This design comes from an exercise in tuning for small area, a short achievable clock period and few clock cycles on the open sky130 flow, not from production work.
Only simulation tests tie the RTL to the original design; equivalence was not proved.
Power is estimated from default activity; no workload was simulated.

==> flow/design.v, too long to show whole: its modules and the start of the top module <==
// module gefd: 665 lines
// module sq_a: 741 lines
// module sq_d: 753 lines
module gefd (
    input  wire        clk,
    input  wire        rst,
    input  wire        in_valid,
    input  wire [2:0]  in_kind,
    input  wire [3:0]  in_addr,
    input  wire [32:0] in_data,
    output wire        in_ready,
    output reg         tx_valid,
    output wire [7:0]  tx_data,
    output reg         err_valid,
    output reg  [2:0]  err_code,
    output reg  [15:0] err_info,
    output reg         cell_valid,
    output reg  [31:0] cell_data,
    output reg         frame_valid,
    output wire        frame_occ,
    output wire        frame_mot,
    output reg  [31:0] frame_cnt,
    output wire [15:0] frame_n,
    output reg         trig_valid,
    output wire [31:0] trig_cnt
);
  // ...
==> flow/run.sh <==
#!/bin/bash
# synth_recipe.tcl (not shown) runs the flow's synth.tcl, then flattens the netlist and writes it again
# the make line also repeats each setting of config.mk as NAME=value (left out here)
make -C /OpenROAD-flow-scripts/flow DESIGN_CONFIG=/design/flow/config.mk WORK_HOME=/design/flow/orfs CLKGATE_MAP_FILE= SYNTH_SCRIPT=/design/flow/synth_recipe.tcl finish
==> flow/config.mk <==
export PLATFORM = sky130hd
export DESIGN_NAME = gefd
export DESIGN_NICKNAME = gefd
export VERILOG_FILES = /design/flow/design.v
export SDC_FILE = /design/flow/constraint.sdc
export NUM_CORES = 8
export LEC_CHECK = 0
export CAP_MARGIN = 20
export CORE_MARGIN = 2
export CORE_UTILIZATION = 40
export SLEW_MARGIN = 20
==> flow/constraint.sdc <==
create_clock -name core_clock -period 18.0 [get_ports {clk}]
set_input_delay 3.6000 -clock core_clock [delete_from_list [all_inputs] [get_ports {clk}]]
set_output_delay 3.6000 -clock core_clock [all_outputs]
set_load 0.01 [all_outputs]
==> results.json, run 1 <==
{
  "cell_chain_critical_path": "buf_4 > buf_4 > mux2i_1 > fa_1 > inv_1 > ha_1 > nand4_1 > nor3_1 > nand3_1 > nor2_1 > inv_1 > a2111o_1 > a21oi_1 > o31a_1 > a21oi_1 > xor2_1 > xnor2_1",
  "cts_buffers": 625,
  "power.static_leakage_nw": 95.8,
  "floorplan.die.width_um": 735,
  "route.layer.met1.wl_um": 227000,
  "power_leader": "sequential cells",
  "end_kind": "register",
  "finalHoldViolCount": 0,
  "filler_cell_count": 47134,
  "internal_power_mw": 22.9,
  "placement.io_buffers": 184,
  "fin_util": 0.460,
  "power_switching_mw": 6.38,
  "clock_tree.buffer_depth": 4,
  "fin_hold_ws_ps": 264,
  "seqCellArea_sq_um": 143000,
  "drt_pre_antenna_iters": 6,
  "grt_util_all_layers": 0.183,
  "reg.largest.list": "prv x2048, srv x2048, ab x1024",
  "synthAdderAreaFrac": 0.0678,
  "final-clk-cell-share": 0.0863,
  "worstSetupStartpoint": "w_sela",
  "via_count_of_the_first_global_routing_pass": 118215,
  "top_layer": "met5",
  "clkSlewWorstSetupHoldPaths_ps": 60,
  "cp.depth": 17,
  "detail-route-antenna-nets": 0,
  "synth.cells.most_frequent": "5243 x sky130_fd_sc_hd__dfxtp_1, 1257 x sky130_fd_sc_hd__edfxtp_1, 889 x sky130_fd_sc_hd__nor2_1",
  "grt_met2_usage": 0.288,
  "postCtsSetupBuffers": 0,
  "cp.arrival_ps": 8070,
  "outcome": "finished clean",
  "synth_edf_count": 1257,
  "clock_skew_ps": 105,
  "cts-hold-fix-buffers": 0,
  "post_cts_resized": 0,
  "yosys.area_share.xor_xnor": 0.0211,
  "top_area_cell_class": "flip-flops and latches",
  "setup-tns-final_ps": 0,
  "drive_gt1_frac": 0.126,
  "first_iter_violations": 10350,
  "cp_top_family": "compound AO/OA/AOI/OAI gates",
  "longest_individual_stage_delay_on_the_worst_path_ps": 720,
  "met3WireLength_um": 34400
}
Testbench counts, summed over its fixed seeds: cycles 57,971.
==> module gefd, before the edit <==
module gefd (
    input  wire        clk,
    input  wire        rst,
    input  wire        in_valid,
    input  wire [2:0]  in_kind,
    input  wire [3:0]  in_addr,
    input  wire [32:0] in_data,
    output wire        in_ready,
    output reg         tx_valid,
    output wire [7:0]  tx_data,
    output reg         err_valid,
    output reg  [2:0]  err_code,
    output reg  [15:0] err_info,
    output reg         cell_valid,
    output reg  [31:0] cell_data,
    output reg         frame_valid,
    output wire        frame_occ,
    output wire        frame_mot,
    output reg  [31:0] frame_cnt,
    output wire [15:0] frame_n,
    output reg         trig_valid,
    output wire [31:0] trig_cnt
);
    localparam [7:0] MARKER = 8'h2A;
    localparam [2:0] K_RX = 3'd0, K_CFG = 3'd1, K_START = 3'd2, K_STOP = 3'd3, K_LINK = 3'd4;
    localparam [1:0] RS_IDLE = 2'd0, RS_RUN = 2'd1, RS_STOPPED = 2'd2, RS_HALTED = 2'd3;
    localparam [2:0] PH_HUNT = 3'd0, PH_CONFIRM = 3'd1, PH_THERM = 3'd2, PH_ARRAY = 3'd3,
                     PH_CSUM = 3'd4;
    reg        in_rdy;
    assign in_ready = in_rdy;
    reg        e_v;
    reg [2:0]  e_k;
    reg [3:0]  e_a;
    reg [32:0] e_d;
    always @(posedge clk) begin
        e_v <= in_valid & in_rdy & ~rst;
        e_k <= in_kind;
        e_a <= in_addr;
        e_d <= in_data;
    end
    wire [7:0] b = e_d[7:0];
    reg [1:0]  rs;
    reg [2:0]  phase;
    reg [7:0]  scancnt;
    reg [6:0]  fidx;
    reg        confok;
    reg [7:0]  csumacc;
    reg [31:0] pktcnt;
    reg [15:0] scnt;        
    reg        first;       
    reg        prevvalid, occ, mot;
    reg [15:0] cfg_n;
    reg [31:0] cfg_e0, cfg_e1, cfg_e2, cfg_e3;    
    reg [31:0] lim;         
    reg        lim_en;      
    reg        tx_s, tx_t;
    assign tx_data   = {1'b0, 1'b1, 1'b0, 1'b1, tx_s, 1'b0, tx_t, tx_t};
    assign frame_occ = occ;
    assign frame_mot = mot;
    assign frame_n   = cfg_n;
    assign trig_cnt  = pktcnt;
    reg [7:0]   trv;
    reg [255:0] trc;
    reg [2:0]   tph;
    reg [2047:0] srv;
    reg [2047:0] prv;
    reg [5:0]    ph;
    reg [15:0] ab [0:63];
    reg [5:0]  wb, rp;
    reg        pend;
    reg        eb;                  
    reg        p1_rd, p1_ins, p1_ins_first, p1_emit, p1_first, p1_last;
    reg [5:0]  p1c;
    reg [15:0] f_reg;
    reg        s1, s1_first, s1_last, s2, s2_first, s2_last;
    reg signed [37:0] tsum;
    reg [15:0] ya, yd;
    reg        sa, sd;
    reg        any_big;
    reg [75:0] as_, ac_, ds_, dc_;
    reg [75:0] racc;
    reg        mot_en, mot_ex, occ_en, occ_ex;
    reg        cm_done_flag, fin_flag;    
    reg        fv_fin, fv_out;            
    reg        sl_act, sl_d;
    reg [4:0]  sl_t;
    reg [6:0]  sl_g;
    reg        q_act, q_ne;
    reg [3:0]  q_pc;
    reg [1:0]  q_sub;
    reg [1:0]  q_i;
    reg        sm_busy, sm_done, q_small;
    reg [4:0]  sm_cnt;
    reg [36:0] sm_m;
    reg [37:0] sm_pl;
    reg [39:0] sm_ph;
    reg        sm_q;
    reg        cm_act;
    reg [5:0]  cmc;
    reg        ob_pend, ob_act;
    reg [6:0]  oc;
    reg        tg_act, tg_hit;
    reg [2:0]  tgc;
    wire [31:0] sr63 = srv[2047:2016];
    wire [31:0] sr0  = srv[31:0];
    wire [31:0] pr63 = prv[2047:2016];
    wire [31:0] pr0  = prv[31:0];
    wire [31:0] f_ext = {{16{f_reg[15]}}, f_reg};
    wire [31:0] a_new = (p1_first ? 32'd0 : sr63) + f_ext;
    wire [31:0] sr_in = p1_ins ? a_new : sr63;
    wire [31:0] pr_in = cm_act ? sr63 : pr63;
    always @(posedge clk) begin
        srv <= {srv[2015:0], sr_in};
        prv <= {prv[2015:0], pr_in};
    end
    reg         sm_go;      
    reg  [37:0] sm_xr;
    wire        smx_s = sm_xr[37];
    wire [36:0] smx_y = sm_xr[36:0] ^ {37{smx_s}};
    wire [2:0]  sm_dig = {sm_pl[1:0], sm_q};
    reg  [39:0] sm_add;
    always @(*) begin
        case (sm_dig)
        3'b001, 3'b010: sm_add = {3'b000, sm_m};
        3'b011:         sm_add = {2'b00, sm_m, 1'b0};
        3'b100:         sm_add = ~{2'b00, sm_m, 1'b0};
        3'b101, 3'b110: sm_add = ~{3'b000, sm_m};
        default:        sm_add = 40'd0;
        endcase
    end
    wire        sm_neg = sm_dig[2] & ~(sm_dig[1] & sm_dig[0]);
    wire [39:0] sm_sum = sm_ph + sm_add + {39'd0, sm_neg};
    wire [75:0] sm_p   = {sm_ph[37:0], sm_pl};
    always @(posedge clk) begin
        if (sm_go) begin
            sm_m    <= smx_y;
            sm_pl   <= {1'b0, smx_y};
            sm_ph   <= smx_s ? {2'b00, smx_y, 1'b1} : 40'd0;
            sm_q    <= 1'b0;
        end else if (sm_busy) begin
            sm_ph  <= {{2{sm_sum[39]}}, sm_sum[39:2]};
            sm_pl  <= {sm_sum[1:0], sm_pl[37:2]};
            sm_q   <= sm_pl[1];
        end
    end
    always @(posedge clk) begin
        if (rst) begin
            sm_busy <= 1'b0;
            sm_done <= 1'b0;
            sm_cnt  <= 5'd0;
        end else begin
            sm_done <= 1'b0;
            if (sm_go) begin
                sm_busy <= 1'b1;
                sm_cnt  <= 5'd0;
            end else if (sm_busy) begin
                sm_cnt <= sm_cnt + 5'd1;
                if (sm_cnt == 5'd18) begin
                    sm_busy <= 1'b0;
                    sm_done <= 1'b1;
                end
            end
        end
    end
    reg         a_clr, d_clr, wb_a, wb_d;    
    wire [75:0] a_ns, a_nc, d_ns, d_nc;
    sq_a u_sqa (.y(ya), .s(sa), .ps(a_clr ? 76'd0 : as_), .pc(a_clr ? 76'd0 : ac_),
                .ns(a_ns), .nc(a_nc));
    sq_d u_sqd (.y(yd), .s(sd), .ps(d_clr ? 76'd0 : ds_), .pc(d_clr ? 76'd0 : dc_),
                .ns(d_ns), .nc(d_nc));
    reg         w_sela, w_cin;
    reg  [1:0]  w_x3;       
    reg  [1:0]  w_r;        
    reg         q_w;        
    reg  [75:0] w_x3v;
    always @(*) begin
        case (w_x3)
        2'd1:    w_x3v = racc;
        2'd2:    w_x3v = sm_p;
        2'd3:    w_x3v = {sm_p[69:0], 6'd0};
        default: w_x3v = 76'd0;
        endcase
    end
    wire [75:0] w_x1 = w_sela ? as_ : ds_;
    wire [75:0] w_x2 = w_sela ? ac_ : dc_;
    wire [75:0] w_out = w_x1 + w_x2 + w_x3v + {75'd0, w_cin};
    always @(posedge clk) begin
        as_ <= wb_a ? w_out : a_ns;
        ac_ <= wb_a ? 76'd0 : a_nc;
        ds_ <= wb_d ? w_out : d_ns;
        dc_ <= wb_d ? 76'd0 : d_nc;
        if (w_r == 2'd1) racc <= w_out;
        else if (w_r == 2'd2) racc <= ~w_out;
    end
    reg [15:0] ne_e;
    always @(*) begin
        case (q_i)
        2'd0: ne_e = cfg_e0[15:0];
        2'd1: ne_e = cfg_e1[15:0];
        2'd2: ne_e = cfg_e2[15:0];
        default: ne_e = cfg_e3[15:0];
        endcase
    end
    wire [16:0] ne_sum = {1'b0, cfg_n} + {1'b0, ne_e};
    wire [16:0] ne_dif = {1'b0, cfg_n} - {1'b0, ne_e};
    reg        q_sq, q_unita;
    reg [37:0] q_x;
    always @(*) begin
        q_sq = 1'b0; q_unita = 1'b0; q_x = 38'd0;
        if (q_ne) begin
            case (q_pc[1:0])
            2'd0: begin q_sq = 1'b1; q_x = {{21{ne_dif[16]}}, ne_dif}; end
            2'd2: begin q_sq = 1'b1; q_x = {21'd0, ne_sum}; end
            default: ;
            endcase
        end else begin
            case (q_pc)
            4'd1:  begin q_sq = 1'b1; q_x = {6'd0, cfg_e2}; end
            4'd3:  begin q_sq = 1'b1; q_x = {6'd0, cfg_e3}; end
            4'd6:  begin q_sq = 1'b1; q_x = tsum; end
            4'd8:  begin q_sq = 1'b1; q_unita = 1'b1; q_x = {6'd0, cfg_e0}; end
            4'd10: begin q_sq = 1'b1; q_unita = 1'b1; q_x = {6'd0, cfg_e1}; end
            default: ;
            endcase
        end
    end
    wire        qx_s = q_x[37];
    wire [36:0] qx_y = q_x[36:0] ^ {37{qx_s}};
    wire        qx_small = (qx_y[36:16] == 21'd0);
    wire [32:0] tap_d = {sr63[31], sr63} - {pr63[31], pr63};
    reg         c_aclr, c_dclr, c_wba, c_wbd, c_sela, c_cin;
    reg  [1:0]  c_x3, c_r;
    always @(*) begin
        c_aclr = 1'b0; c_dclr = 1'b0; c_wba = 1'b0; c_wbd = 1'b0;
        c_sela = 1'b0; c_cin = 1'b0; c_x3 = 2'd0; c_r = 2'd0;
        if (s1_first) begin c_aclr = 1'b1; c_dclr = 1'b1; end
        if (s2_last && any_big) begin c_aclr = 1'b1; c_dclr = 1'b1; end
        if (sl_act && sm_done) begin
            c_sela = ~sl_d; c_x3 = sl_d ? 2'd2 : 2'd3;
            c_wba = ~sl_d; c_wbd = sl_d;
        end
        if (q_act) begin
            if (q_sq) begin
                case (q_sub)
                2'd0: begin c_aclr = q_unita; c_dclr = ~q_unita; end
                2'd2: if (sm_done) begin
                    c_sela = q_unita; c_x3 = q_unita ? 2'd3 : 2'd2;
                    c_wba = q_unita; c_wbd = ~q_unita;
                end
                default: ;
                endcase
            end else if (!q_w) begin
                if (q_ne) begin
                    case (q_pc[1:0])
                    2'd1: begin c_sela = 1'b0; c_r = 2'd2; end
                    default: begin c_sela = 1'b0; c_x3 = 2'd1; c_cin = 1'b1; end
                    endcase
                end else begin
                    case (q_pc)
                    4'd0:  begin c_sela = 1'b0; c_r = 2'd2; end
                    4'd2:  begin c_sela = 1'b0; c_x3 = 2'd1; c_cin = 1'b1; end
                    4'd4:  begin c_sela = 1'b0; c_x3 = 2'd1; end
                    4'd5:  begin c_sela = 1'b1; c_r = 2'd2; end
                    4'd7:  begin c_sela = 1'b0; c_x3 = 2'd1; c_r = 2'd1; end
                    4'd9:  begin c_sela = 1'b1; c_x3 = 2'd1; c_cin = 1'b1; end
                    4'd11: begin c_sela = 1'b1; c_x3 = 2'd1; end
                    default: ;
                    endcase
                end
            end
        end
    end
    always @(posedge clk) begin
        if (rst) begin
            a_clr <= 1'b0; d_clr <= 1'b0; wb_a <= 1'b0; wb_d <= 1'b0;
            w_sela <= 1'b0; w_cin <= 1'b0; w_x3 <= 2'd0; w_r <= 2'd0;
        end else begin
            a_clr <= c_aclr; d_clr <= c_dclr; wb_a <= c_wba; wb_d <= c_wbd;
            w_sela <= c_sela; w_cin <= c_cin; w_x3 <= c_x3; w_r <= c_r;
        end
    end
    wire ev_rx  = e_v && e_k == K_RX && rs == RS_RUN;
    wire legal  = (cfg_n != 16'd0) && (cfg_e1[15:0] <= cfg_e0[15:0]) &&
                  (cfg_e3[15:0] <= cfg_e2[15:0]);
    wire [5:0] wa = wb + fidx[6:1];
    wire [5:0] rstart = ph + 6'd2 + wb;
    wire [2:0] tw = e_a[2:0] + tph + 3'd1;    
    wire tr_wr = e_v && e_k == K_CFG && rs == RS_IDLE && e_a[3];
    wire csum_ok = ev_rx && phase == PH_CSUM && b == csumacc && pktcnt != 32'hFFFF_FFFF;
    wire p1_go = (csum_ok || pend) && !eb;
    wire emit_now = (scnt == 16'd1);
    wire        s1a_s = sr0[31];
    wire [31:0] s1a_y = sr0 ^ {32{s1a_s}};
    wire [32:0] s1_d  = {sr0[31], sr0} - {pr0[31], pr0};
    wire        s1d_s = s1_d[32];
    wire [32:0] s1d_y = s1_d ^ {33{s1d_s}};
    wire        s1_big = (s1a_y[31:16] != 16'd0) || (prevvalid && s1d_y[32:16] != 17'd0);
    integer k;
    always @(posedge clk) begin
        if (ev_rx && phase == PH_ARRAY) begin
            if (fidx[0]) ab[wa][15:8] <= b;
            else         ab[wa][7:0]  <= b;
        end
        f_reg <= ab[rp];
    end
    always @(posedge clk) begin
        for (k = 0; k < 8; k = k + 1) begin
            if (tr_wr && tw == k)
                trc[32*k +: 32] <= e_d[31:0];
            else
                trc[32*k +: 32] <= trc[32*((k + 7) % 8) +: 32];
        end
    end
    task iter_end;
        begin
            phase   <= PH_HUNT;
            fidx    <= 7'd0;
            scancnt <= 8'd0;
            confok  <= 1'b0;
            if (lim_en) begin
                lim <= lim - 32'd1;
                if (lim == 32'd1) begin
                    tx_valid <= 1'b1;
                    tx_s     <= 1'b1;
                    tx_t     <= 1'b0;
                    rs       <= RS_STOPPED;
                end
            end
        end
    endtask
    task raise_err(input [2:0] code, input [15:0] info);
        begin
            err_valid <= 1'b1;
            err_code  <= code;
            err_info  <= info;
        end
    endtask
    always @(posedge clk) begin
        if (rst) begin
            in_rdy <= 1'b1;
            rs <= RS_IDLE; phase <= PH_HUNT; scancnt <= 8'd0; fidx <= 7'd0;
            confok <= 1'b0; csumacc <= 8'd0; pktcnt <= 32'd0;
            scnt <= 16'd1; first <= 1'b1;
            prevvalid <= 1'b0; occ <= 1'b0; mot <= 1'b0;
            cfg_n <= 16'd1; cfg_e0 <= 32'd30; cfg_e1 <= 32'd25; cfg_e2 <= 32'd20; cfg_e3 <= 32'd13;
            lim <= 32'd0; lim_en <= 1'b0;
            tx_valid <= 1'b0; tx_s <= 1'b0; tx_t <= 1'b1;
            err_valid <= 1'b0; err_code <= 3'd0; err_info <= 16'd0;
            cell_valid <= 1'b0; cell_data <= 32'd0;
            frame_valid <= 1'b0; frame_cnt <= 32'd0;
            trig_valid <= 1'b0;
            trv <= 8'd0; tph <= 3'd0; ph <= 6'd0; wb <= 6'd0; rp <= 6'd0;
            pend <= 1'b0; eb <= 1'b0;
            p1_rd <= 1'b0; p1_ins <= 1'b0; p1_ins_first <= 1'b0; p1_emit <= 1'b0; p1_first <= 1'b0;
            p1c <= 6'd0; p1_last <= 1'b0;
            s1 <= 1'b0; s1_first <= 1'b0; s1_last <= 1'b0;
            s2 <= 1'b0; s2_first <= 1'b0; s2_last <= 1'b0;
            ya <= 16'd0; yd <= 16'd0; sa <= 1'b0; sd <= 1'b0; any_big <= 1'b0;
            tsum <= 38'sd0;
            mot_en <= 1'b0; mot_ex <= 1'b0; occ_en <= 1'b0; occ_ex <= 1'b0;
            cm_done_flag <= 1'b0; fin_flag <= 1'b0; fv_fin <= 1'b0; fv_out <= 1'b0;
            sl_act <= 1'b0; sm_go <= 1'b0; q_small <= 1'b0; sl_d <= 1'b0; sl_t <= 5'd0; sl_g <= 7'd0;
            q_act <= 1'b0; q_ne <= 1'b0; q_pc <= 4'd0; q_sub <= 2'd0; q_i <= 2'd0; q_w <= 1'b0;
            cm_act <= 1'b0; cmc <= 6'd0; ob_pend <= 1'b0; ob_act <= 1'b0; oc <= 7'd0;
            tg_act <= 1'b0; tg_hit <= 1'b0; tgc <= 3'd0;
        end else begin
            tx_valid    <= 1'b0;
            err_valid   <= 1'b0;
            cell_valid  <= 1'b0;
            frame_valid <= 1'b0;
            trig_valid  <= 1'b0;
            ph  <= ph + 6'd1;
            tph <= tph + 3'd1;
            rp  <= rp + 6'd1;
            p1c <= p1c + 6'd1;
            for (k = 0; k < 8; k = k + 1) begin
                if (tr_wr && tw == k) trv[k] <= e_d[32];
                else                  trv[k] <= trv[(k + 7) % 8];
            end
            if (e_v) begin
                case (e_k)
                K_RX: if (rs == RS_RUN) begin
                    case (phase)
                    PH_HUNT: begin
                        if (scancnt == 8'd133) begin
                            raise_err(3'd1, 16'd0);
                            iter_end;
                        end else begin
                            scancnt <= scancnt + 8'd1;
                            if (b == MARKER) begin
                                phase <= PH_CONFIRM;
                                fidx  <= 7'd0;
                            end
                        end
                    end
                    PH_CONFIRM: begin
                        if (fidx == 7'd0) begin
                            if (scancnt == 8'd133) begin
                                raise_err(3'd1, 16'd0);
                                iter_end;
                            end else begin
                                scancnt <= scancnt + 8'd1;
                                confok  <= (b == MARKER);
                                fidx    <= 7'd1;
                            end
                        end else begin
                            scancnt <= scancnt + 8'd1;
                            if (confok && b == MARKER) begin
                                phase   <= PH_THERM;
                                fidx    <= 7'd0;
                                csumacc <= 8'd0;
                            end else begin
                                raise_err(3'd1, 16'd1);
                                iter_end;
                            end
                        end
                    end
                    PH_THERM: begin
                        csumacc <= csumacc + b;
                        if (fidx == 7'd0) fidx <= 7'd1;
                        else begin
                            phase <= PH_ARRAY;
                            fidx  <= 7'd0;
                        end
                    end
                    PH_ARRAY: begin
                        csumacc <= csumacc + b;
                        if (fidx == 7'd127) begin
                            phase <= PH_CSUM;
                            fidx  <= 7'd0;
                        end else
                            fidx <= fidx + 7'd1;
                    end
                    default: begin
                        if (b == csumacc) begin
                            if (pktcnt == 32'hFFFF_FFFF) begin
                                raise_err(3'd5, 16'd0);
                                tx_valid <= 1'b1; tx_s <= 1'b1; tx_t <= 1'b0;
                                rs <= RS_HALTED;
                            end else begin
                                if (eb) begin
                                    pend   <= 1'b1;
                                    in_rdy <= 1'b0;
                                end
                                iter_end;
                            end
                        end else begin
                            raise_err(3'd2, {b, csumacc});
                            iter_end;
                        end
                    end
                    endcase
                end
                K_CFG: if (rs == RS_IDLE) begin
                    case (e_a)
                    4'd0: begin cfg_n <= e_d[15:0]; scnt <= e_d[15:0]; end
                    4'd1: cfg_e0 <= {16'd0, e_d[15:0]};
                    4'd2: cfg_e1 <= {16'd0, e_d[15:0]};
                    4'd3: cfg_e2 <= {16'd0, e_d[15:0]};
                    4'd4: cfg_e3 <= {16'd0, e_d[15:0]};
                    4'd5: begin lim <= e_d[31:0]; lim_en <= (e_d[31:0] != 32'd0); end
                    default: ;
                    endcase
                end
                K_START: if (rs == RS_IDLE) begin
                    if (legal) begin
                        tx_valid <= 1'b1; tx_s <= 1'b0; tx_t <= 1'b1;
                        rs <= RS_RUN;
                        q_act <= 1'b1; q_ne <= 1'b1; q_pc <= 4'd0; q_sub <= 2'd0; q_i <= 2'd0; q_w <= 1'b0;
                    end else
                        raise_err(3'd4, 16'd0);
                end
                K_STOP: if (rs == RS_RUN) begin
                    tx_valid <= 1'b1; tx_s <= 1'b1; tx_t <= 1'b0;
                    rs <= RS_STOPPED;
                end
                K_LINK: if (rs == RS_RUN) begin
                    raise_err(3'd3, {15'd0, e_d[0]});
                    if (e_d[0]) begin
                        tx_valid <= 1'b1; tx_s <= 1'b1; tx_t <= 1'b0;
                    end
                    rs <= RS_HALTED;
                end
                default: ;
                endcase
            end
            if (p1_go) begin
                pend   <= 1'b0;
                in_rdy <= 1'b1;
                pktcnt <= pktcnt + 32'd1;
                if (emit_now) begin
                    scnt  <= cfg_n;
                    first <= 1'b1;
                    eb    <= 1'b1;
                    cm_done_flag <= 1'b0;
                    fin_flag     <= 1'b0;
                end else begin
                    scnt  <= scnt - 16'd1;
                    first <= 1'b0;
                end
                p1_rd    <= 1'b1;
                p1c      <= 6'd0;
                p1_emit  <= emit_now;
                p1_first <= first;
                rp       <= rstart;
                wb       <= rstart;
                tg_act   <= 1'b1;
                tg_hit   <= 1'b0;
                tgc      <= 3'd0;
            end
            if (tg_act) begin
                tgc <= tgc + 3'd1;
                if (trv[7] && trc[255:224] == pktcnt) tg_hit <= 1'b1;
                if (tgc == 3'd7) begin
                    tg_act <= 1'b0;
                    trig_valid <= tg_hit || (trv[7] && trc[255:224] == pktcnt);
                end
            end
            if (p1_rd && p1c == 6'd63) p1_rd <= 1'b0;
            p1_ins       <= p1_rd;
            p1_ins_first <= p1_rd && p1c == 6'd0;
            p1_last      <= p1_rd && p1c == 6'd63;
            s1       <= p1_ins && p1_emit;
            s1_first <= p1_ins && p1_emit && p1_ins_first;
            s1_last  <= p1_ins && p1_emit && p1_last;
            s2       <= s1;
            s2_first <= s1_first;
            s2_last  <= s1_last;
            ya <= 16'd0; sa <= 1'b0;
            yd <= 16'd0; sd <= 1'b0;
            if (s1) begin
                ya   <= s1a_y[15:0]; sa <= s1a_s;
                yd   <= s1d_y[15:0]; sd <= s1d_s;
                tsum <= (s1_first ? 38'sd0 : tsum) + {{6{sr0[31]}}, sr0};
                any_big <= (s1_first ? 1'b0 : any_big) | s1_big;
            end
            if (s2_last) begin
                if (any_big) begin
                    sl_act <= 1'b1; sl_d <= 1'b0;
                    sl_t <= 5'd31; sl_g <= 7'd0;
                end else begin
                    cm_act <= 1'b1; cmc <= 6'd0;
                    q_act <= 1'b1; q_ne <= 1'b0; q_pc <= 4'd0; q_sub <= 2'd0; q_w <= 1'b0;
                end
            end
            sm_go <= 1'b0;
            if (sl_act) begin
                sl_t <= (sl_t == 5'd22) ? 5'd0 : sl_t + 5'd1;
                if (sl_t == 5'd0 && sl_g != 7'd64) begin
                    sl_g  <= sl_g + 7'd1;
                    sm_xr <= sl_d ? {{5{tap_d[32]}}, tap_d} : {{6{sr63[31]}}, sr63};
                    sm_go <= 1'b1;
                end
                if (sl_t == 5'd22 && sl_g == 7'd64) begin
                    if (!sl_d && prevvalid) begin
                        sl_d <= 1'b1; sl_g <= 7'd0; sl_t <= 5'd0;
                    end else begin
                        sl_act <= 1'b0;
                        cm_act <= 1'b1; cmc <= 6'd0;
                        q_act <= 1'b1; q_ne <= 1'b0; q_pc <= 4'd0; q_sub <= 2'd0; q_w <= 1'b0;
                    end
                end
            end
            if (q_act) begin
                if (q_sq) begin
                    case (q_sub)
                    2'd0: begin
                        if (qx_small) begin
                            if (q_unita) begin ya <= qx_y[15:0]; sa <= qx_s; end
                            else         begin yd <= qx_y[15:0]; sd <= qx_s; end
                        end
                        q_small <= qx_small;
                        sm_xr   <= q_x;
                        q_sub   <= 2'd1;
                    end
                    2'd1: begin
                        if (q_small) begin
                            q_sub <= 2'd0; q_pc <= q_pc + 4'd1;
                        end else begin
                            sm_go <= 1'b1;
                            q_sub <= 2'd2;
                        end
                    end
                    2'd2: if (sm_done) q_sub <= 2'd3;
                    default: begin q_sub <= 2'd0; q_pc <= q_pc + 4'd1; end
                    endcase
                end else if (!q_w) begin
                    q_w <= 1'b1;
                end else if (q_ne) begin
                    q_w  <= 1'b0;
                    q_pc <= q_pc + 4'd1;
                    if (q_pc[1:0] == 2'd3) begin
                        case (q_i)
                        2'd0: cfg_e0 <= w_out[33:2];
                        2'd1: cfg_e1 <= w_out[33:2];
                        2'd2: cfg_e2 <= w_out[33:2];
                        default: cfg_e3 <= w_out[33:2];
                        endcase
                        q_i  <= q_i + 2'd1;
                        q_pc <= 4'd0;
                        if (q_i == 2'd3) q_act <= 1'b0;
                    end
                end else begin
                    q_w  <= 1'b0;
                    q_pc <= q_pc + 4'd1;
                    case (q_pc)
                    4'd2:  mot_en <= w_out[75];
                    4'd4:  mot_ex <= ~w_out[75];
                    4'd9:  occ_en <= w_out[75];
                    4'd11: occ_ex <= ~w_out[75];
                    4'd12: begin
                        q_act <= 1'b0;
                        occ <= occ_en ? 1'b1 : (occ_ex ? 1'b0 : occ);
                        if (prevvalid)
                            mot <= mot_en ? ((occ_en | (!occ_ex & occ)) ? 1'b1 : mot)
                                          : (mot_ex ? 1'b0 : mot);
                        prevvalid <= 1'b1;
                        frame_cnt <= pktcnt;
                        fin_flag  <= 1'b1;
                        fv_fin    <= 1'b1;
                    end
                    default: ;
                    endcase
                end
            end
            if (cm_act) begin
                cmc <= cmc + 6'd1;
                cm_done_flag <= 1'b1;
                if (cmc == 6'd63) cm_act <= 1'b0;
            end
            if (eb && cm_done_flag && fin_flag) eb <= 1'b0;
            if (p1_ins && p1_ins_first && p1_emit) ob_pend <= 1'b1;
            if ((ob_pend || (p1_ins && p1_ins_first && p1_emit)) && ph == 6'd0) begin
                ob_act  <= 1'b1;
                ob_pend <= 1'b0;
                oc      <= 7'd0;
            end
            if (ob_act) begin
                oc <= oc + 7'd1;
                if (oc >= 7'd8) begin
                    cell_valid <= 1'b1;
                    case (oc[2:0])
                    3'd0: cell_data <= srv[32*1  +: 32];
                    3'd1: cell_data <= srv[32*3  +: 32];
                    3'd2: cell_data <= srv[32*5  +: 32];
                    3'd3: cell_data <= srv[32*7  +: 32];
                    3'd4: cell_data <= srv[32*9  +: 32];
                    3'd5: cell_data <= srv[32*11 +: 32];
                    3'd6: cell_data <= srv[32*13 +: 32];
                    default: cell_data <= srv[32*15 +: 32];
                    endcase
                end
                if (oc == 7'd71) begin
                    ob_act <= 1'b0;
                    fv_out <= 1'b1;
                end
            end
            if (fv_fin && fv_out) begin
                frame_valid <= 1'b1;
                fv_fin      <= 1'b0;
                fv_out      <= 1'b0;
            end
        end
    end
endmodule
==> run 2, diff against run 1 <==
--- a/flow/design.v
+++ b/flow/design.v
@@ -14,12 +14,12 @@
     output reg         cell_valid,
     output reg  [31:0] cell_data,
     output reg         frame_valid,
-    output wire        frame_occ,
-    output wire        frame_mot,
+    output reg         frame_occ,
+    output reg         frame_mot,
     output reg  [31:0] frame_cnt,
-    output wire [15:0] frame_n,
+    output reg  [15:0] frame_n,
     output reg         trig_valid,
-    output wire [31:0] trig_cnt
+    output reg  [31:0] trig_cnt
 );
     localparam [7:0] MARKER = 8'h2A;
     localparam [2:0] K_RX = 3'd0, K_CFG = 3'd1, K_START = 3'd2, K_STOP = 3'd3, K_LINK = 3'd4;
@@ -55,10 +55,12 @@
     reg        lim_en;      
     reg        tx_s, tx_t;
     assign tx_data   = {1'b0, 1'b1, 1'b0, 1'b1, tx_s, 1'b0, tx_t, tx_t};
-    assign frame_occ = occ;
-    assign frame_mot = mot;
-    assign frame_n   = cfg_n;
-    assign trig_cnt  = pktcnt;
+    always @(posedge clk) begin
+        frame_occ <= occ;
+        frame_mot <= mot;
+        frame_n   <= cfg_n;
+        trig_cnt  <= pktcnt;
+    end
     reg [7:0]   trv;
     reg [255:0] trc;
     reg [2:0]   tph;
@@ -296,6 +298,40 @@
     wire [32:0] s1d_y = s1_d ^ {33{s1d_s}};
     wire        s1_big = (s1a_y[31:16] != 16'd0) || (prevvalid && s1d_y[32:16] != 17'd0);
     integer k;
+    wire q_sq_load = q_act && q_sq && q_sub == 2'd0;
+    always @(posedge clk) begin
+        ya <= 16'd0; sa <= 1'b0;
+        yd <= 16'd0; sd <= 1'b0;
+        if (s1) begin
+            ya   <= s1a_y[15:0]; sa <= s1a_s;
+            yd   <= s1d_y[15:0]; sd <= s1d_s;
+            tsum <= (s1_first ? 38'sd0 : tsum) + {{6{sr0[31]}}, sr0};
+        end
+        if (q_sq_load) begin
+            if (qx_small) begin
+                if (q_unita) begin ya <= qx_y[15:0]; sa <= qx_s; end
+                else         begin yd <= qx_y[15:0]; sd <= qx_s; end
+            end
+            q_small <= qx_small;
+            sm_xr   <= q_x;
+        end
+        if (sl_act && sl_t == 5'd0)
+            sm_xr <= sl_d ? {{5{tap_d[32]}}, tap_d} : {{6{sr63[31]}}, sr63};
+        if (q_act && !q_sq && q_w && !q_ne && q_pc == 4'd12)
+            frame_cnt <= pktcnt;
+        if (ob_act) begin
+            case (oc[2:0])
+            3'd0: cell_data <= srv[32*1  +: 32];
+            3'd1: cell_data <= srv[32*3  +: 32];
+            3'd2: cell_data <= srv[32*5  +: 32];
+            3'd3: cell_data <= srv[32*7  +: 32];
+            3'd4: cell_data <= srv[32*9  +: 32];
+            3'd5: cell_data <= srv[32*11 +: 32];
+            3'd6: cell_data <= srv[32*13 +: 32];
+            default: cell_data <= srv[32*15 +: 32];
+            endcase
+        end
+    end
     always @(posedge clk) begin
         if (ev_rx && phase == PH_ARRAY) begin
             if (fidx[0]) ab[wa][15:8] <= b;
@@ -346,8 +382,8 @@
             lim <= 32'd0; lim_en <= 1'b0;
             tx_valid <= 1'b0; tx_s <= 1'b0; tx_t <= 1'b1;
             err_valid <= 1'b0; err_code <= 3'd0; err_info <= 16'd0;
-            cell_valid <= 1'b0; cell_data <= 32'd0;
-            frame_valid <= 1'b0; frame_cnt <= 32'd0;
+            cell_valid <= 1'b0;
+            frame_valid <= 1'b0;
             trig_valid <= 1'b0;
             trv <= 8'd0; tph <= 3'd0; ph <= 6'd0; wb <= 6'd0; rp <= 6'd0;
             pend <= 1'b0; eb <= 1'b0;
@@ -355,11 +391,10 @@
             p1c <= 6'd0; p1_last <= 1'b0;
             s1 <= 1'b0; s1_first <= 1'b0; s1_last <= 1'b0;
             s2 <= 1'b0; s2_first <= 1'b0; s2_last <= 1'b0;
-            ya <= 16'd0; yd <= 16'd0; sa <= 1'b0; sd <= 1'b0; any_big <= 1'b0;
-            tsum <= 38'sd0;
+            any_big <= 1'b0;
             mot_en <= 1'b0; mot_ex <= 1'b0; occ_en <= 1'b0; occ_ex <= 1'b0;
             cm_done_flag <= 1'b0; fin_flag <= 1'b0; fv_fin <= 1'b0; fv_out <= 1'b0;
-            sl_act <= 1'b0; sm_go <= 1'b0; q_small <= 1'b0; sl_d <= 1'b0; sl_t <= 5'd0; sl_g <= 7'd0;
+            sl_act <= 1'b0; sm_go <= 1'b0; sl_d <= 1'b0; sl_t <= 5'd0; sl_g <= 7'd0;
             q_act <= 1'b0; q_ne <= 1'b0; q_pc <= 4'd0; q_sub <= 2'd0; q_i <= 2'd0; q_w <= 1'b0;
             cm_act <= 1'b0; cmc <= 6'd0; ob_pend <= 1'b0; ob_act <= 1'b0; oc <= 7'd0;
             tg_act <= 1'b0; tg_hit <= 1'b0; tgc <= 3'd0;
@@ -526,14 +561,7 @@
             s2       <= s1;
             s2_first <= s1_first;
             s2_last  <= s1_last;
-            ya <= 16'd0; sa <= 1'b0;
-            yd <= 16'd0; sd <= 1'b0;
-            if (s1) begin
-                ya   <= s1a_y[15:0]; sa <= s1a_s;
-                yd   <= s1d_y[15:0]; sd <= s1d_s;
-                tsum <= (s1_first ? 38'sd0 : tsum) + {{6{sr0[31]}}, sr0};
-                any_big <= (s1_first ? 1'b0 : any_big) | s1_big;
-            end
+            if (s1) any_big <= (s1_first ? 1'b0 : any_big) | s1_big;
             if (s2_last) begin
                 if (any_big) begin
                     sl_act <= 1'b1; sl_d <= 1'b0;
@@ -548,7 +576,6 @@
                 sl_t <= (sl_t == 5'd22) ? 5'd0 : sl_t + 5'd1;
                 if (sl_t == 5'd0 && sl_g != 7'd64) begin
                     sl_g  <= sl_g + 7'd1;
-                    sm_xr <= sl_d ? {{5{tap_d[32]}}, tap_d} : {{6{sr63[31]}}, sr63};
                     sm_go <= 1'b1;
                 end
                 if (sl_t == 5'd22 && sl_g == 7'd64) begin
@@ -564,15 +591,7 @@
             if (q_act) begin
                 if (q_sq) begin
                     case (q_sub)
-                    2'd0: begin
-                        if (qx_small) begin
-                            if (q_unita) begin ya <= qx_y[15:0]; sa <= qx_s; end
-                            else         begin yd <= qx_y[15:0]; sd <= qx_s; end
-                        end
-                        q_small <= qx_small;
-                        sm_xr   <= q_x;
-                        q_sub   <= 2'd1;
-                    end
+                    2'd0: q_sub <= 2'd1;
                     2'd1: begin
                         if (q_small) begin
                             q_sub <= 2'd0; q_pc <= q_pc + 4'd1;
@@ -615,7 +634,6 @@
                             mot <= mot_en ? ((occ_en | (!occ_ex & occ)) ? 1'b1 : mot)
                                           : (mot_ex ? 1'b0 : mot);
                         prevvalid <= 1'b1;
-                        frame_cnt <= pktcnt;
                         fin_flag  <= 1'b1;
                         fv_fin    <= 1'b1;
                     end
@@ -637,19 +655,7 @@
             end
             if (ob_act) begin
                 oc <= oc + 7'd1;
-                if (oc >= 7'd8) begin
-                    cell_valid <= 1'b1;
-                    case (oc[2:0])
-                    3'd0: cell_data <= srv[32*1  +: 32];
-                    3'd1: cell_data <= srv[32*3  +: 32];
-                    3'd2: cell_data <= srv[32*5  +: 32];
-                    3'd3: cell_data <= srv[32*7  +: 32];
-                    3'd4: cell_data <= srv[32*9  +: 32];
-                    3'd5: cell_data <= srv[32*11 +: 32];
-                    3'd6: cell_data <= srv[32*13 +: 32];
-                    default: cell_data <= srv[32*15 +: 32];
-                    endcase
-                end
+                if (oc >= 7'd8) cell_valid <= 1'b1;
                 if (oc == 7'd71) begin
                     ob_act <= 1'b0;
                     fv_out <= 1'b1;
==> results.json, run 2 <==
{
  "outcome": "finished clean",
  "detail-route-antenna-nets": 0,
  "yosys.area.top_type": "sky130_fd_sc_hd__dfxtp_1",
  "worstSetupStartpoint": "w_sela",
  "postCtsSetupBuffers": 0,
  "crit_fanout": 44,
  "synth.cells.most_frequent": "5190 x sky130_fd_sc_hd__dfxtp_1, 1360 x sky130_fd_sc_hd__edfxtp_1, 846 x sky130_fd_sc_hd__inv_1",
  "synthesis.instances": 15742,
  "filler_cell_count": 46756,
  "worstSetupEndpoint": "racc[75]",
  "maxSlewHeadroom": 0.166,
  "synth_edf_count": 1360,
  "floorplan.initialDensity": 0.402,
  "startpoint_type_of_the_worst_setup_path": "register",
  "finalHoldViolCount": 0,
  "power.static_leakage_nw": 96.2,
  "part_of_the_total_power_dissipated_in_the_clock_network": 0.459,
  "grt_antenna_before_repair": 34,
  "area_growth_pct": 14.7,
  "clock_tree.root_cell": "sky130_fd_sc_hd__clkbuf_16",
  "fin_nets": 17056,
  "ioPinCount": 190,
  "synthMostInstantiatedCell": "sky130_fd_sc_hd__dfxtp_1",
  "drt_pre_antenna_iters": 9,
  "pwr-share-seq": 0.514,
  "synthAdderAreaFrac": 0.0679,
  "power_switching_mw": 6.23,
  "gp_congestion": 0.887,
  "clock_tree.buffer_depth": 4,
  "simple_gate_share_of_the_synthesized_area": 0.0717,
  "cts_tree": "yes",
  "regToRegEndpoint": "racc[75]",
  "hp-class": "reg2reg",
  "clock_latency_reported_for_the_late_side_of_the_worst_skew_pair_ps": 1080,
  "cts-hold-fix-buffers": 0,
  "remaining_drc_errors": 0,
  "clkSlewWorstSetupHoldPaths_ps": 70,
  "place.detailed.hpwl_um": 325000,
  "post_cts_resized": 0,
  "setup-tns-final_ps": 0,
  "timing.critical_path.required_ps": 18740,
  "fmax_mhz": 142,
  "grt_max_degree": 169,
  "yosysWarnings": 1,
  "yosys-top-cells-area": "sky130_fd_sc_hd__dfxtp_1 49%, sky130_fd_sc_hd__edfxtp_1 19%, sky130_fd_sc_hd__mux4_2 3.5%, sky130_fd_sc_hd__fa_1 3.5%, sky130_fd_sc_hd__ha_1 3.3%",
  "fin_util": 0.461,
  "placement.io_buffers": 184,
  "timing_max_transition_violations_final": 0,
  "dieHeight_um": 735,
  "end_kind": "register",
  "htree_num_levels": 6,
  "layout_commonest_cell": "sky130_fd_sc_hd__dfxtp_1",
  "synth_top_family_by_area": "multiplexers",
  "first_iter_violations": 9327,
  "reg.largest.list": "prv x2048, srv x2048, ab x1024",
  "seq_area_frac_synth": 0.676,
  "synth-compound-area-share": 0.0608,
  "core.rowCount": 268,
  "share_of_the_synthesized_area_in_the_top_cell_type": 0.486,
  "cp.arrival_ps": 7790,
  "unrepaired_setup_endpoints_after_global_routing": "no",
  "layout.cells.most_common_list": "5163 x sky130_fd_sc_hd__dfxtp_1, 1360 x sky130_fd_sc_hd__edfxtp_1, 846 x sky130_fd_sc_hd__inv_1, 831 x sky130_fd_sc_hd__nor2_1, 684 x sky130_fd_sc_hd__nand2_1",
  "grt_overflow_total": 0,
  "critical_path_class": "reg2reg",
  "async_reset_ff_frac": 0,
  "internal_power_mw": 23.2,
  "post-route-min-period_ps": 7060,
  "die_area_sq_um": 541000,
  "routed_wire_length_per_instance_um": 20.8,
  "final_min_period_over_clock_period": 0.392,
  "switching_share": 0.211,
  "combPwrFrac": 0.027,
  "floorplan.die.width_um": 735,
  "worstRegToRegCells": 17,
  "reg2reg_slack_ps": 10940,
  "mappedNetlistArea_sq_um": 214000,
  "worst_r2r_startpoint": "w_sela",
  "ir_worst_vdd_v": 0.0000947,
  "drv.max_cap_violation_count": 0,
  "power_density_nw_per_um2": 120,
  "cts_buffers": 637,
  "synth_cell_types": 102,
  "coreArea_sq_um": 533000,
  "clock_skew_ps": 94.3,
  "detail_route.wirelength_um": 492000,
  "postSynthRegisterBits": 6550,
  "avgViaCountPerCell": 4.95,
  "detailroute.via_count": 117043,
  "grt_util_all_layers": 0.178,
  "yosys.area_share.xor_xnor": 0.0219,
  "cts_sinks": 6550,
  "multiplexer_area_fraction_after_synthesis": 0.0737,
  "synth-main-ff-cell": "sky130_fd_sc_hd__dfxtp_1",
  "first_pass_grt_wire_length_um": 736000,
  "via_count_of_the_first_global_routing_pass": 114992,
  "final-setup-viol-count": 0,
  "post_synth.cell_area_avg_sq_um": 13.6,
  "timing_worst_slew_pin_value_ps": 1240,
  "drive_gt1_frac": 0.126
}
run 2: metrics by stage:
step	power [mW]	cells	hold WS (ps)	worst slack [ps]	cell area (sq um)
global placement	16.3	22454	310	11170	223000
detailed placement	16.3	22457	312	11040	224000
CTS	29.8	23620	274	11040	245000
global route	30.5	23624	283	10500	245000
floorplan	16.0	15745	310	13120	214000
finish	29.5	23632	283	10940	245000
run 2: kinds of logic (layout without fill, tap and decap cells):
| group | Yosys count | count (layout) |
|---|---|---|
| other | 2 | 16 |
| buffers and inverters | 1522 | 2378 |
| XOR/XNOR | 535 | 535 |
| adder cells (fa/ha/maj) | 936 | 936 |
| AO/OA/AOI/OAI | 2009 | 2009 |
| multiplexers | 1098 | 1098 |
| AND/OR/NAND/NOR | 3090 | 3090 |
| flip-flops | 6550 | 6550 |
run 2: how the worst min path moves through the flow:
stage / start / end / slack [ps] / cells past startpoint
after floorplan: prv[968] / prv[1000] / 310 / 0
after global placement: srv[1402] / srv[1434] / 310 / 0
after detailed placement: prv[1161] / prv[1193] / 310 / 0
after CTS: srv[901] / srv[933] / 270 / 0
after global routing: srv[1268] / srv[1300] / 280 / 0
final: srv[1268] / srv[1300] / 280 / 0
run 2: layer usage:
| metal | GRT usage | share of wire | vias to the layer above |
|---|---|---|---|
| met2 | 0.278 | 0.45 | 3294 |
| li1 | - | - | 55009 |
| met4 | 0.0596 | 0.036 | 10 |
| met1 | 0.252 | 0.46 | 57840 |
| met5 | 0 | 0.00014 | - |
| met3 | 0.0279 | 0.058 | 890 |
run 2: area by class of cell:
type	instances	area (sq um)	area share
Timing Repair Buffer	364	3310	0.0135
Clock inverter	279	3520	0.0143
Clock buffer	884	18300	0.0746
Multi-Input combinational cell	7673	63500	0.259
Sequential cell	6550	145000	0.590
Tap cell	7020	8780	0.0358
Inverter	851	3190	0.0130
Antenna cell	11	27.5	0.000112
run 2: critical path: stages (launching register included):
cell	delay, ps
sky130_fd_sc_hd__dfxtp_4	660
sky130_fd_sc_hd__buf_4	630
sky130_fd_sc_hd__buf_4	750
sky130_fd_sc_hd__mux2i_1	230
sky130_fd_sc_hd__fa_1	580
sky130_fd_sc_hd__inv_1	60
sky130_fd_sc_hd__ha_1	410
sky130_fd_sc_hd__nand4_1	260
sky130_fd_sc_hd__or4_1	570
sky130_fd_sc_hd__a21oi_1	240
sky130_fd_sc_hd__nand4_1	130
sky130_fd_sc_hd__o211ai_1	630
sky130_fd_sc_hd__a21o_1	290
sky130_fd_sc_hd__nand3_1	200
sky130_fd_sc_hd__o311ai_1	320
sky130_fd_sc_hd__a21oi_1	170
sky130_fd_sc_hd__xnor2_1	410
sky130_fd_sc_hd__xnor2_1	110
run 2: power by group through the flow:
stage / combinational (mW) / sequential [mW] / clock, mW
final: 0.782 / 15.2 / 13.5
after global placement: 0.774 / 15.5 / 0
after detailed placement: 0.783 / 15.5 / 0
after floorplan: 0.533 / 15.5 / 0
after global routing: 0.853 / 15.2 / 14.5
after CTS: 0.787 / 15.2 / 13.9
Testbench counts of run 2, summed over its fixed seeds: cycles 57,971.
==> run 3, diff against run 2 <==
--- a/flow/design.v
+++ b/flow/design.v
@@ -89,7 +89,7 @@
     reg [6:0]  sl_g;
     reg        q_act, q_ne;
     reg [3:0]  q_pc;
-    reg [1:0]  q_sub;
+    reg [2:0]  q_sub;
     reg [1:0]  q_i;
     reg        sm_busy, sm_done, q_small;
     reg [4:0]  sm_cnt;
@@ -173,7 +173,10 @@
     reg         w_sela, w_cin;
     reg  [1:0]  w_x3;       
     reg  [1:0]  w_r;        
-    reg         q_w;        
+    reg  [1:0]  q_w;        
+    reg  [1:0]  w2_r;       
+    reg         w2_wba, w2_wbd;
+    reg  [75:0] w_s, w_c;   
     reg  [75:0] w_x3v;
     always @(*) begin
         case (w_x3)
@@ -185,14 +188,20 @@
     end
     wire [75:0] w_x1 = w_sela ? as_ : ds_;
     wire [75:0] w_x2 = w_sela ? ac_ : dc_;
-    wire [75:0] w_out = w_x1 + w_x2 + w_x3v + {75'd0, w_cin};
+    wire [75:0] w_fs = w_x1 ^ w_x2 ^ w_x3v;
+    wire [75:0] w_fc = (w_x1 & w_x2) | (w_x1 & w_x3v) | (w_x2 & w_x3v);
     always @(posedge clk) begin
-        as_ <= wb_a ? w_out : a_ns;
-        ac_ <= wb_a ? 76'd0 : a_nc;
-        ds_ <= wb_d ? w_out : d_ns;
-        dc_ <= wb_d ? 76'd0 : d_nc;
-        if (w_r == 2'd1) racc <= w_out;
-        else if (w_r == 2'd2) racc <= ~w_out;
+        w_s <= w_fs;
+        w_c <= {w_fc[74:0], w_cin};
+    end
+    wire [75:0] w_out = w_s + w_c;
+    always @(posedge clk) begin
+        as_ <= w2_wba ? w_out : a_ns;
+        ac_ <= w2_wba ? 76'd0 : a_nc;
+        ds_ <= w2_wbd ? w_out : d_ns;
+        dc_ <= w2_wbd ? 76'd0 : d_nc;
+        if (w2_r == 2'd1) racc <= w_out;
+        else if (w2_r == 2'd2) racc <= ~w_out;
     end
     reg [15:0] ne_e;
     always @(*) begin
@@ -244,14 +253,14 @@
         if (q_act) begin
             if (q_sq) begin
                 case (q_sub)
-                2'd0: begin c_aclr = q_unita; c_dclr = ~q_unita; end
-                2'd2: if (sm_done) begin
+                3'd0: begin c_aclr = q_unita; c_dclr = ~q_unita; end
+                3'd2: if (sm_done) begin
                     c_sela = q_unita; c_x3 = q_unita ? 2'd3 : 2'd2;
                     c_wba = q_unita; c_wbd = ~q_unita;
                 end
                 default: ;
                 endcase
-            end else if (!q_w) begin
+            end else if (q_w == 2'd0) begin
                 if (q_ne) begin
                     case (q_pc[1:0])
                     2'd1: begin c_sela = 1'b0; c_r = 2'd2; end
@@ -276,9 +285,11 @@
         if (rst) begin
             a_clr <= 1'b0; d_clr <= 1'b0; wb_a <= 1'b0; wb_d <= 1'b0;
             w_sela <= 1'b0; w_cin <= 1'b0; w_x3 <= 2'd0; w_r <= 2'd0;
+            w2_r <= 2'd0; w2_wba <= 1'b0; w2_wbd <= 1'b0;
         end else begin
             a_clr <= c_aclr; d_clr <= c_dclr; wb_a <= c_wba; wb_d <= c_wbd;
             w_sela <= c_sela; w_cin <= c_cin; w_x3 <= c_x3; w_r <= c_r;
+            w2_r <= w_r; w2_wba <= wb_a; w2_wbd <= wb_d;
         end
     end
     wire ev_rx  = e_v && e_k == K_RX && rs == RS_RUN;
@@ -298,7 +309,7 @@
     wire [32:0] s1d_y = s1_d ^ {33{s1d_s}};
     wire        s1_big = (s1a_y[31:16] != 16'd0) || (prevvalid && s1d_y[32:16] != 17'd0);
     integer k;
-    wire q_sq_load = q_act && q_sq && q_sub == 2'd0;
+    wire q_sq_load = q_act && q_sq && q_sub == 3'd0;
     always @(posedge clk) begin
         ya <= 16'd0; sa <= 1'b0;
         yd <= 16'd0; sd <= 1'b0;
@@ -317,7 +328,7 @@
         end
         if (sl_act && sl_t == 5'd0)
             sm_xr <= sl_d ? {{5{tap_d[32]}}, tap_d} : {{6{sr63[31]}}, sr63};
-        if (q_act && !q_sq && q_w && !q_ne && q_pc == 4'd12)
+        if (q_act && !q_sq && q_w == 2'd2 && !q_ne && q_pc == 4'd12)
             frame_cnt <= pktcnt;
         if (ob_act) begin
             case (oc[2:0])
@@ -395,7 +406,7 @@
             mot_en <= 1'b0; mot_ex <= 1'b0; occ_en <= 1'b0; occ_ex <= 1'b0;
             cm_done_flag <= 1'b0; fin_flag <= 1'b0; fv_fin <= 1'b0; fv_out <= 1'b0;
             sl_act <= 1'b0; sm_go <= 1'b0; sl_d <= 1'b0; sl_t <= 5'd0; sl_g <= 7'd0;
-            q_act <= 1'b0; q_ne <= 1'b0; q_pc <= 4'd0; q_sub <= 2'd0; q_i <= 2'd0; q_w <= 1'b0;
+            q_act <= 1'b0; q_ne <= 1'b0; q_pc <= 4'd0; q_sub <= 3'd0; q_i <= 2'd0; q_w <= 2'd0;
             cm_act <= 1'b0; cmc <= 6'd0; ob_pend <= 1'b0; ob_act <= 1'b0; oc <= 7'd0;
             tg_act <= 1'b0; tg_hit <= 1'b0; tgc <= 3'd0;
         end else begin
@@ -501,7 +512,7 @@
                     if (legal) begin
                         tx_valid <= 1'b1; tx_s <= 1'b0; tx_t <= 1'b1;
                         rs <= RS_RUN;
-                        q_act <= 1'b1; q_ne <= 1'b1; q_pc <= 4'd0; q_sub <= 2'd0; q_i <= 2'd0; q_w <= 1'b0;
+                        q_act <= 1'b1; q_ne <= 1'b1; q_pc <= 4'd0; q_sub <= 3'd0; q_i <= 2'd0; q_w <= 2'd0;
                     end else
                         raise_err(3'd4, 16'd0);
                 end
@@ -568,45 +579,46 @@
                     sl_t <= 5'd31; sl_g <= 7'd0;
                 end else begin
                     cm_act <= 1'b1; cmc <= 6'd0;
-                    q_act <= 1'b1; q_ne <= 1'b0; q_pc <= 4'd0; q_sub <= 2'd0; q_w <= 1'b0;
+                    q_act <= 1'b1; q_ne <= 1'b0; q_pc <= 4'd0; q_sub <= 3'd0; q_w <= 2'd0;
                 end
             end
             sm_go <= 1'b0;
             if (sl_act) begin
-                sl_t <= (sl_t == 5'd22) ? 5'd0 : sl_t + 5'd1;
+                sl_t <= (sl_t == 5'd24) ? 5'd0 : sl_t + 5'd1;
                 if (sl_t == 5'd0 && sl_g != 7'd64) begin
                     sl_g  <= sl_g + 7'd1;
                     sm_go <= 1'b1;
                 end
-                if (sl_t == 5'd22 && sl_g == 7'd64) begin
+                if (sl_t == 5'd24 && sl_g == 7'd64) begin
                     if (!sl_d && prevvalid) begin
                         sl_d <= 1'b1; sl_g <= 7'd0; sl_t <= 5'd0;
                     end else begin
                         sl_act <= 1'b0;
                         cm_act <= 1'b1; cmc <= 6'd0;
-                        q_act <= 1'b1; q_ne <= 1'b0; q_pc <= 4'd0; q_sub <= 2'd0; q_w <= 1'b0;
+                        q_act <= 1'b1; q_ne <= 1'b0; q_pc <= 4'd0; q_sub <= 3'd0; q_w <= 2'd0;
                     end
                 end
             end
             if (q_act) begin
                 if (q_sq) begin
                     case (q_sub)
-                    2'd0: q_sub <= 2'd1;
-                    2'd1: begin
+                    3'd0: q_sub <= 3'd1;
+                    3'd1: begin
                         if (q_small) begin
-                            q_sub <= 2'd0; q_pc <= q_pc + 4'd1;
+                            q_sub <= 3'd0; q_pc <= q_pc + 4'd1;
                         end else begin
                             sm_go <= 1'b1;
-                            q_sub <= 2'd2;
+                            q_sub <= 3'd2;
                         end
                     end
-                    2'd2: if (sm_done) q_sub <= 2'd3;
-                    default: begin q_sub <= 2'd0; q_pc <= q_pc + 4'd1; end
+                    3'd2: if (sm_done) q_sub <= 3'd3;
+                    3'd3: q_sub <= 3'd4;
+                    default: begin q_sub <= 3'd0; q_pc <= q_pc + 4'd1; end
                     endcase
-                end else if (!q_w) begin
-                    q_w <= 1'b1;
+                end else if (q_w != 2'd2) begin
+                    q_w <= q_w + 2'd1;
                 end else if (q_ne) begin
-                    q_w  <= 1'b0;
+                    q_w  <= 2'd0;
                     q_pc <= q_pc + 4'd1;
                     if (q_pc[1:0] == 2'd3) begin
                         case (q_i)
@@ -620,7 +632,7 @@
                         if (q_i == 2'd3) q_act <= 1'b0;
                     end
                 end else begin
-                    q_w  <= 1'b0;
+                    q_w  <= 2'd0;
                     q_pc <= q_pc + 4'd1;
                     case (q_pc)
                     4'd2:  mot_en <= w_out[75];
--- a/flow/config.mk
+++ b/flow/config.mk
@@ -8,4 +8,6 @@
 export CAP_MARGIN = 20
 export CORE_MARGIN = 2
 export CORE_UTILIZATION = 40
+export CTS_BUF_LIST = sky130_fd_sc_hd__clkbuf_4 sky130_fd_sc_hd__clkbuf_8
+export CTS_CLUSTER_SIZE = 40
 export SLEW_MARGIN = 20
==> results.json, run 3 <==
{
  "maxSlewHeadroom": 0.227,
  "grt_antenna_before_repair": 27,
  "crit_fanout": 1,
  "detail_route.wirelength_um": 483000,
  "startpoint_type_of_the_worst_setup_path": "register",
  "timing_max_transition_violations_final": 0,
  "synthMostInstantiatedCell": "sky130_fd_sc_hd__dfxtp_1",
  "mappedNetlistArea_sq_um": 216000,
  "yosysWarnings": 1,
  "core.rowCount": 269,
  "global_route.peak_usage_layer": "met2",
  "share_of_the_synthesized_area_in_the_top_cell_type": 0.496,
  "hp-class": "reg2reg",
  "first_pass_grt_wire_length_um": 730000,
  "final-setup-viol-count": 0,
  "power.static_leakage_nw": 98.8,
  "coreArea_sq_um": 537000,
  "synth_top_family_by_area": "multiplexers",
  "die_area_sq_um": 545000,
  "globalRouteMet3Util": 0.0364,
  "gr-usage-met1": 0.239,
  "regToRegEndpoint": "sa",
  "grt_overflow_total": 0,
  "setup-tns-final_ps": 0,
  "routed_wire_length_per_instance_um": 19.9,
  "cts-hold-fix-buffers": 0,
  "cts_tree": "yes",
  "floorplan.die.width_um": 738,
  "min-delay-start": "srv[1863]",
  "reg.largest.list": "prv x2048, srv x2048, ab x1024",
  "internal_power_mw": 23.2,
  "outcome": "finished clean",
  "floorplan.initialDensity": 0.402,
  "whs_endpoint": "srv[1895]",
  "avgViaCountPerCell": 4.84,
  "synth_edf_count": 1360,
  "drive_gt1_frac": 0.180,
  "longest_individual_stage_delay_on_the_worst_path_ps": 670,
  "seqCellArea_sq_um": 148000,
  "multiplexer_area_fraction_after_synthesis": 0.0771,
  "placement.io_buffers": 184,
  "async_reset_ff_frac": 0,
  "power_switching_mw": 6.01,
  "drt_pre_antenna_iters": 8,
  "cts_buffers": 1113,
  "cp_top_family": "buffers and inverters",
  "post_synth.cell_area_avg_sq_um": 14.0,
  "clock_tree.root_cell": "sky130_fd_sc_hd__clkbuf_8",
  "ir_worst_vdd_v": 0.0000921,
  "drv.max_cap_violation_count": 0,
  "gp_congestion": 0.898,
  "detailroute.via_count": 117178,
  "timing.critical_path.required_ps": 14400,
  "fin_nets": 17290,
  "combPwrFrac": 0.020,
  "place.detailed.hpwl_um": 319000,
  "layout.cells.most_common_list": "5322 x sky130_fd_sc_hd__dfxtp_1, 1360 x sky130_fd_sc_hd__edfxtp_1, 1308 x sky130_fd_sc_hd__clkbuf_8, 743 x sky130_fd_sc_hd__nor2_1, 666 x sky130_fd_sc_hd__inv_1",
  "simple_gate_share_of_the_synthesized_area": 0.0674,
  "fin_hold_ws_ps": 254,
  "cp.arrival_ps": 2580,
  "timing.hold.worst_path_depth": 0,
  "area_growth_pct": 14.8,
  "end_kind": "primary output",
  "power_density_nw_per_um2": 118,
  "timing_worst_slew_pin_value_ps": 1160,
  "synth_cell_types": 102,
  "filler_cell_count": 47348,
  "synth-main-ff-cell": "sky130_fd_sc_hd__dfxtp_1",
  "finalHoldViolCount": 0,
  "post_cts_resized": 0,
  "layout_commonest_cell": "sky130_fd_sc_hd__dfxtp_1",
  "synthAdderAreaFrac": 0.0673,
  "critical_path_class": "reg2out",
  "cell_chain_critical_path": "clkdlybuf4s50_1",
  "post-route-min-period_ps": 6180,
  "synthesis.instances": 15462,
  "worst_r2r_startpoint": "q_i[0]",
  "ioPinCount": 190,
  "via_count_of_the_first_global_routing_pass": 118149,
  "grt_max_degree": 126,
  "synth.cells.most_frequent": "5348 x sky130_fd_sc_hd__dfxtp_1, 1360 x sky130_fd_sc_hd__edfxtp_1, 746 x sky130_fd_sc_hd__nor2_1",
  "clock_latency_reported_for_the_late_side_of_the_worst_skew_pair_ps": 1350,
  "pwr-share-seq": 0.530,
  "yosys-top-cells-area": "sky130_fd_sc_hd__dfxtp_1 50%, sky130_fd_sc_hd__edfxtp_1 19%, sky130_fd_sc_hd__mux4_2 3.5%, sky130_fd_sc_hd__fa_1 3.5%, sky130_fd_sc_hd__mux2_2 3.4%",
  "grt_met2_usage": 0.275,
  "remaining_drc_errors": 0,
  "unrepaired_setup_endpoints_after_global_routing": "no",
  "final_min_period_over_clock_period": 0.343,
  "first_iter_violations": 8112,
  "synth-compound-area-share": 0.0576,
  "yosys.area_share.xor_xnor": 0.0219,
  "clock_skew_ps": 144,
  "clkSlewWorstSetupHoldPaths_ps": 70,
  "dieHeight_um": 738,
  "yosys.area.top_type": "sky130_fd_sc_hd__dfxtp_1",
  "part_of_the_total_power_dissipated_in_the_clock_network": 0.450,
  "postCtsSetupBuffers": 0,
  "htree_num_levels": 7,
  "cp_num_buf_inv": 1,
  "area_of_combinational_cells_with_multiple_inputs_sq_um": 63000,
  "switching_share": 0.206,
  "reg2reg_slack_ps": 12280,
  "clock_tree.buffer_depth": 5,
  "fmax_mhz": 162,
  "detail-route-antenna-nets": 0,
  "critical-path-slowest-cell": "sky130_fd_sc_hd__clkdlybuf4s50_1",
  "grt_util_all_layers": 0.176,
  "seq_area_frac_synth": 0.686,
  "postSynthRegisterBits": 6708,
  "cts_sinks": 6708,
  "worstRegToRegCells": 18
}
==> run 3: how the worst max path moves through the flow <==
| stage | from | end | slack [ps] | depth (start not counted) |
|---|---|---|---|---|
| 2_1_floorplan | rst | csumacc[7] | 13190 | 5 |
| 3_3_place_gp | rst | sm_cnt[1] | 11960 | 5 |
| 3_5_place_dp | rst | sm_cnt[1] | 11970 | 5 |
| 4_1_cts | in_rdy | in_ready | 11710 | 1 |
| 5_1_grt | frame_n[0] | frame_n[0] | 11760 | 1 |
| 6_report | frame_n[0] | frame_n[0] | 11820 | 1 |
==> run 3: stage by stage <==
step	power, mW	area (sq um)	instances	utilization	setup WS, ps
after floorplan	16.2	216000	15465	-	13190
after global placement	16.4	226000	22376	0.420	11960
after detailed placement	16.4	226000	22377	0.420	11970
after CTS	29.6	248000	24212	0.461	11710
after global routing	30.3	248000	24216	0.461	11760
final	29.2	248000	24227	0.461	11820
==> run 3: cell type report <==
type / count / share of cell area
clock buffer: 1681 / 0.0840
sequential: 6708 / 0.597
multi-input combinational: 7460 / 0.254
antenna: 15 / 0.000152
clock inverter: 154 / 0.00472
inverter: 672 / 0.0102
timing repair buffer: 356 / 0.0128
tap: 7181 / 0.0363
==> run 3: power by group through the flow <==
stage	registers (mW)	logic [mW]	clock network [mW]
after floorplan	15.8	0.408	0
after global placement	15.8	0.582	0
after detailed placement	15.8	0.588	0
after CTS	15.5	0.591	13.5
after global routing	15.5	0.634	14.2
final	15.5	0.585	13.1
==> run 3: layer usage <==
metal  routed length [um]  share of wire
met5                   13       0.000027
met4                15500          0.032
met2               220000           0.45
met3                27100          0.056
met1               220000           0.46
==> run 3: kinds of logic after synthesis <==
| kind of cell | after synthesis |
|---|---|
| DFF | 6708 |
| and+or+nand+nor | 2914 |
| AOI/OAI and AO/OA | 1905 |
| buffers and inverters | 1297 |
| muxes | 1160 |
| adders and majority gates | 936 |
| xor gates and xnor gates | 540 |
| other | 2 |
Testbench counts of run 3, summed over its fixed seeds: cycles 58,000.

==> re-timing with driven ports <==
The flow's constraints put no driver on any port. The routed layouts listed below were extracted and timed again, unchanged, in two steps.
Step 1 sets driving cells, clkbuf_16 on the clock port and buf_2 on the other inputs (assumed; they add their load-dependent delay and slew).
Step 2, shift: input delay + t, output delay - t, t = (earliest + latest rising clock arrival at the registers) / 2. This alone moves slack from input paths to output paths.
Three values: ideal, step 1, step 2; two values: the first two.
run	shift t [ns]	setup WS [ns]	hold slack, ns	slew at the worst register clock pin (ns)	worst data-port slew with drivers (ns)
run 1	1.180	10.717 / 10.717 / 10.717	0.264 / 0.264 / 0.264	0.07 / 0.07	0.24
run 2	1.156	10.944 / 10.944 / 10.944	0.283 / 0.283 / 0.283	0.07 / 0.07	0.15
run 3	1.389	11.817 / 11.692 / 11.806	0.254 / 0.254 / 0.254	0.08 / 0.08	0.08
After both steps setup and hold are still met in every run listed. For run 3, which loses most, drivers alone change the setup slack by -0.125 ns; drivers and shift together by -0.011 ns.
